Context: an optimization exercise on an open-source flow, tuned for small area. The choices shown serve that exercise and are no tape-out recipe.
In this exercise RTL edits were held to simulation tests only and were not proved equivalent to the original.
The clock port is modelled as an ideal driver, which makes a skipped or thinned clock tree look cheaper than it is; a real chip needs a root buffer or a tree.
No activity file was given, so power comes from the tool's default toggle rates.

## alpha
## stpm3x_link
module stpm3x_link (
    input  wire        clk,
    input  wire        rst,
    input  wire [7:0]  t_min,         
    input  wire        cmd_valid,
    output wire        cmd_ready,
    input  wire [2:0]  cmd_op,
    input  wire [7:0]  cmd_addr,
    input  wire [39:0] cmd_data,
    output wire        rsp_valid,
    output wire [2:0]  rsp_code,
    output wire [79:0] rsp_data,
    output wire [1:0]  rsp_crc_err,   
    output wire        arb_req,
    input  wire        arb_ack,
    input  wire        arb_gnt,
    output wire        bus_held,
    output wire        spi_cs_n,
    output wire        spi_sclk,
    output wire        spi_mosi,
    input  wire        spi_miso
);
    localparam [2:0] ST_IDLE  = 3'd0,
                     ST_COMP  = 3'd1,    
                     ST_REQ   = 3'd2,    
                     ST_RES   = 3'd3,    
                     ST_DLYO  = 3'd4,    
                     ST_FRAME = 3'd5,    
                     ST_CLOSE = 3'd6,    
                     ST_DLYE  = 3'd7;    
    localparam [2:0] D_ZERO = 3'd0, D_ONE = 3'd1, D_S39 = 3'd2, D_S31 = 3'd3,
                     D_S23  = 3'd4, D_S15 = 3'd5, D_C7 = 3'd6, D_DE = 3'd7;
    reg  [2:0]  st;
    reg  [2:0]  op;
    reg  [7:0]  cnt;       
    reg         fr;        
    reg         e0, e1;    
    reg  [39:0] S;
    reg  [7:0]  C;
    wire [2:0] bi = cnt[6:4];
    wire [2:0] ki = cnt[3:1];    
    wire s_idle  = (st == ST_IDLE);
    wire s_comp  = (st == ST_COMP);
    wire s_req   = (st == ST_REQ);
    wire s_dlyo  = (st == ST_DLYO);
    wire s_frame = (st == ST_FRAME);
    wire s_dlye  = (st == ST_DLYE);
    wire s_close = (st == ST_CLOSE);
    wire s_res   = (st == ST_RES);
    wire is_rd   = op[0];
    wire is_bus  = (op[2:1] == 2'b11);
    wire cz7     = (cnt[7:1] == 7'd0);
    wire cnt0    = cz7 && !cnt[0];
    reg        fullrot;    
    reg        ash, bsh;   
    reg        c_shift;    
    reg  [2:0] dsel;
    reg        force1;
    wire       rx = s_frame && is_rd;    
    always @* begin
        fullrot = 1'b0; ash = 1'b0; bsh = 1'b0; c_shift = 1'b0;
        dsel = D_S39; force1 = 1'b0;
        if (s_close) begin
            bsh = 1'b1; c_shift = 1'b1; dsel = D_S15;
  ...
For scale: ~3500 um2 of cells after synthesis.
clock: 8.0 ns
lec_check: 0
abc_area: 1
cap_margin: 20
core_margin: 2
core_utilization: 40
slew_margin: 20
standard.sh (not shown) runs the stock make flow with config.mk's settings and CLKGATE_MAP_FILE= SYNTH_SCRIPT=/design/flow/synth_recipe.tcl, a recipe that flattens the netlist after the stock synthesis.
==> flow/flow/run.sh <==
#!/bin/bash
set -euo pipefail
export BUFFER_PORTS_ARGS="-buffer_cell sky130_fd_sc_hd__buf_1"
export SKIP_REPAIR_TIE_FANOUT=1
export PRE_CTS_TCL=$PWD/flow/manual_cts.tcl
bash standard.sh synth > synth.log 2>&1
R=orfs/results/sky130hd/stpm3x_link/base
LIB=$FLOW_HOME/platforms/sky130hd/lib/sky130_fd_sc_hd__tt_025C_1v80.lib
YOSYS=$FLOW_HOME/../tools/install/yosys/bin/yosys
[[ -x $YOSYS ]] || YOSYS=yosys
cp $R/1_2_yosys.v remap_in.v
# Thirteen re-mappings, four at a time: one plain, twelve with ABC's deepsyn
# from different seeds. The smallest netlist is used.
variants="plain"
for seed in 1 2 3 4 5 6 7 8 9 10 11 12; do variants="$variants $seed"; done
n=0
for v in $variants; do
  if [[ $v == plain ]]; then
    cp flow/area_plain.abc remap_$v.abc
  else
    sed "s#SEED#$v#" flow/area_deep.abc > remap_$v.abc
  fi
  sed "s#LIBFILE#$LIB#g; s#INFILE#remap_in.v#; s#ABCSCRIPT#remap_$v.abc#; s#STATFILE#remap_stat_$v.txt#; s#OUTFILE#remap_out_$v.v#" flow/remap.ys > remap_run_$v.ys
  timeout 900 $YOSYS -s remap_run_$v.ys > remap_$v.log 2>&1 &
  n=$((n + 1))
  if (( n % 4 == 0 )); then wait || true; fi
done
wait || true
best=""
bestarea=""
for v in $variants; do
  a=$(awk '/Chip area/ {print $NF}' remap_stat_$v.txt 2>/dev/null || true)
  [[ -n "$a" && -s remap_out_$v.v ]] || continue
  if [[ -z "$best" ]] || awk -v x="$a" -v y="$bestarea" 'BEGIN { exit !(x < y) }'; then
    best=$v
    bestarea=$a
  fi
done
echo "remap: using variant $best, area $bestarea" > remap_choice.txt
cp remap_out_$best.v $R/1_2_yosys.v
bash standard.sh finish > finish.log 2>&1
Other scripts of this flow, unchanged in this note and not shown: flow/flow/area_deep.abc, flow/flow/area_plain.abc, flow/flow/manual_cts.tcl, flow/flow/remap.ys
Modified inputs, beta compared to alpha
--- a/flow/design.v
+++ b/flow/design.v
@@ -68,42 +68,41 @@
     output wire        spi_cs_n,
     output wire        spi_sclk,
     output wire        spi_mosi,
     input  wire        spi_miso
 );
     localparam [2:0] ST_IDLE  = 3'd0,
                      ST_COMP  = 3'd1,    
                      ST_REQ   = 3'd2,    
                      ST_RES   = 3'd3,    
                      ST_DLYO  = 3'd4,    
                      ST_FRAME = 3'd5,    
-                     ST_CLOSE = 3'd6,    
                      ST_DLYE  = 3'd7;    
     localparam [2:0] D_ZERO = 3'd0, D_ONE = 3'd1, D_S39 = 3'd2, D_S31 = 3'd3,
                      D_S23  = 3'd4, D_S15 = 3'd5, D_C7 = 3'd6, D_DE = 3'd7;
     reg  [2:0]  st;
     reg  [2:0]  op;
     reg  [7:0]  cnt;       
     reg         fr;        
     reg         e0, e1;    
     reg  [39:0] S;
     reg  [7:0]  C;
     wire [2:0] bi = cnt[6:4];
     wire [2:0] ki = cnt[3:1];    
     wire s_idle  = (st == ST_IDLE);
     wire s_comp  = (st == ST_COMP);
     wire s_req   = (st == ST_REQ);
     wire s_dlyo  = (st == ST_DLYO);
     wire s_frame = (st == ST_FRAME);
     wire s_dlye  = (st == ST_DLYE);
-    wire s_close = (st == ST_CLOSE);
+    wire s_close = s_dlye && fr && (cnt[7:3] == 5'd0);
     wire s_res   = (st == ST_RES);
     wire is_rd   = op[0];
     wire is_bus  = (op[2:1] == 2'b11);
     wire cz7     = (cnt[7:1] == 7'd0);
     wire cnt0    = cz7 && !cnt[0];
     reg        fullrot;    
     reg        ash, bsh;   
     reg        c_shift;    
     reg  [2:0] dsel;
     reg        force1;
     wire       rx = s_frame && is_rd;    
@@ -170,72 +169,72 @@
     wire dbit = dsrc | force1;
     wire cin  = rx ? spi_miso : dbit;
     wire ain  = rx ? spi_miso : (fullrot ? S[15] : dbit);
     wire bin  = rx ? spi_miso : (fullrot ? S[39] : C[7]);
     assign spi_mosi = dbit;
     wire load  = (s_idle || s_res) && cmd_valid;
     wire cz    = (C == 8'd0);
     wire legal = !S[32] && (S[39:33] != 7'h7F);
     wire first = (cnt[6:0] == 7'd79);
     assign cmd_ready = s_comp && first;
     reg [2:0] st_n;
-    reg       ld_t, ld_39, ld_7;
-    always @* begin
-        st_n = st; ld_t = 1'b0; ld_39 = 1'b0; ld_7 = 1'b0;
+    reg       ld_t, ld_39;
+    always @* begin
+        st_n = st; ld_t = 1'b0; ld_39 = 1'b0;
         case (st)
             ST_IDLE, ST_RES: if (cmd_valid) begin st_n = ST_COMP; ld_39 = 1'b1; end
                              else st_n = ST_IDLE;
             ST_COMP: begin
                 if (first && (op == 3'd0 || (is_bus && !legal))) st_n = ST_RES;
                 else if (first && op == 3'd6) st_n = ST_REQ;
                 else if (cz7) st_n = is_bus ? ST_REQ : ST_RES;
             end
             ST_REQ: if (arb_ack) begin st_n = arb_gnt ? ST_DLYO : ST_RES; ld_t = 1'b1; end
             ST_DLYO: if (cnt0) begin st_n = ST_FRAME; ld_39 = 1'b1; end
             ST_FRAME: if (cnt0) begin
                 st_n = (is_rd && !fr) ? ST_DLYO : ST_DLYE; ld_t = 1'b1;
             end
             ST_DLYE: if (cnt0) begin
                 if (!is_rd && !fr) begin st_n = ST_DLYO; ld_t = 1'b1; end
-                else begin st_n = ST_CLOSE; ld_7 = 1'b1; end
-            end
-            default: if (cz7) st_n = ST_RES;     
+                else st_n = ST_RES;
+            end
+            default: st_n = ST_IDLE;
         endcase
     end
     always @(posedge clk) begin
         if (rst)
             st <= ST_IDLE;
         else
             st <= st_n;
     end
     assign arb_req  = s_req;
     assign bus_held = st[2];
-    assign spi_cs_n = !(s_frame || s_dlye || (s_dlyo && is_rd && fr));
+    assign spi_cs_n = !(s_frame || (s_dlye && !cnt0) || (s_dlyo && is_rd && fr));
     always @(posedge clk) begin
         if (ld_t)
             cnt <= {t_min[7:5], 5'b11111};
-        else if (ld_39 || ld_7)
-            cnt <= {1'b0, ld_39, 2'b00, 4'b1111};
-        else if (s_comp || s_close)
+        else if (ld_39)
+            cnt <= 8'd79;
+        else if (s_comp)
             cnt <= {cnt[7:1] - 7'd1, cnt[0]};
         else
             cnt <= cnt - 8'd1;
         if (load) begin
             op <= cmd_op;
             fr <= 1'b0;
         end
         if ((s_frame || s_dlye) && st_n == ST_DLYO) fr <= 1'b1;
         if (s_comp && first) e0 <= 1'b1;              
         if (s_req) e0 <= 1'b0;                        
         if (s_dlyo && cnt0) e0 <= !cz;
-        if (s_dlye && cnt0) e1 <= !cz;
+        if (s_dlye && cnt[7:3] != 5'd0) e1 <= !cz;
     end
     always @(posedge clk) begin
         if (load || (s_dlyo && cnt0))
             C <= 8'd0;
         else if (step && !c_shift)
             C <= {C[6:0], 1'b0} ^ ({8{cin ^ C[7]}} & 8'h07);
         else if (step)
             C <= {C[6:0], cin};
     end
     wire        sh_a  = step && (fullrot || ash) && !load;
     wire        sh_b  = step && (fullrot || bsh) && !load;
Notes after the runs:
Delta (beta minus alpha): first-pass GRT wire length went down by 220 um; power per cell area shows an increase of 3.6%; final design area excluding fillers now sits higher; met2 global-route usage went up by 1.4 points; power share of the sequential group lower. Going from alpha to beta, hold slack shrinks by 22 ps. Any difference in number of gates resized after cts between alpha and beta is small enough to ignore. Across both runs, switching share of total power was higher for beta than for alpha. Of alpha and beta, alpha shows the higher filler cell count in the final layout, with beta below it. Summary of beta over alpha: internal power consumption higher; routed wire length essentially unchanged; synthesis-to-finish area growth rose 0.28 points; minimum clock period after layout increased by 200 ps relative to the old numbers. Going from alpha to beta, worst setup slack for register-to-register paths grows by 180 ps.
In every run of this note, the design's own scripts or RTL, not TritonCTS, make the clock network.

==> what the ideal ports hide <==
Ports are ideal in the flow. The routed layouts listed here were re-timed in OpenROAD. Step 1, drivers: a clkbuf_16 drives clk and a buf_2 each remaining input, both assumed. Step 2 also shifts input and output timing later by t, the mid clock arrival at the registers, as if the neighbouring blocks saw the same clock. Slacks: ideal / step 1 / step 2; pairs: ideal / step 1.
| run | t, ns | setup WS [ns] | worst hold slack (ns) |
|---|---|---|---|
| alpha | 0.471 | 2.955 / 2.926 / 3.060 | 0.495 / 0.495 / 0.495 |
| beta | 0.468 | 2.754 / 2.724 / 3.192 | 0.473 / 0.473 / 0.473 |
After both steps setup and hold are still met in every run listed.
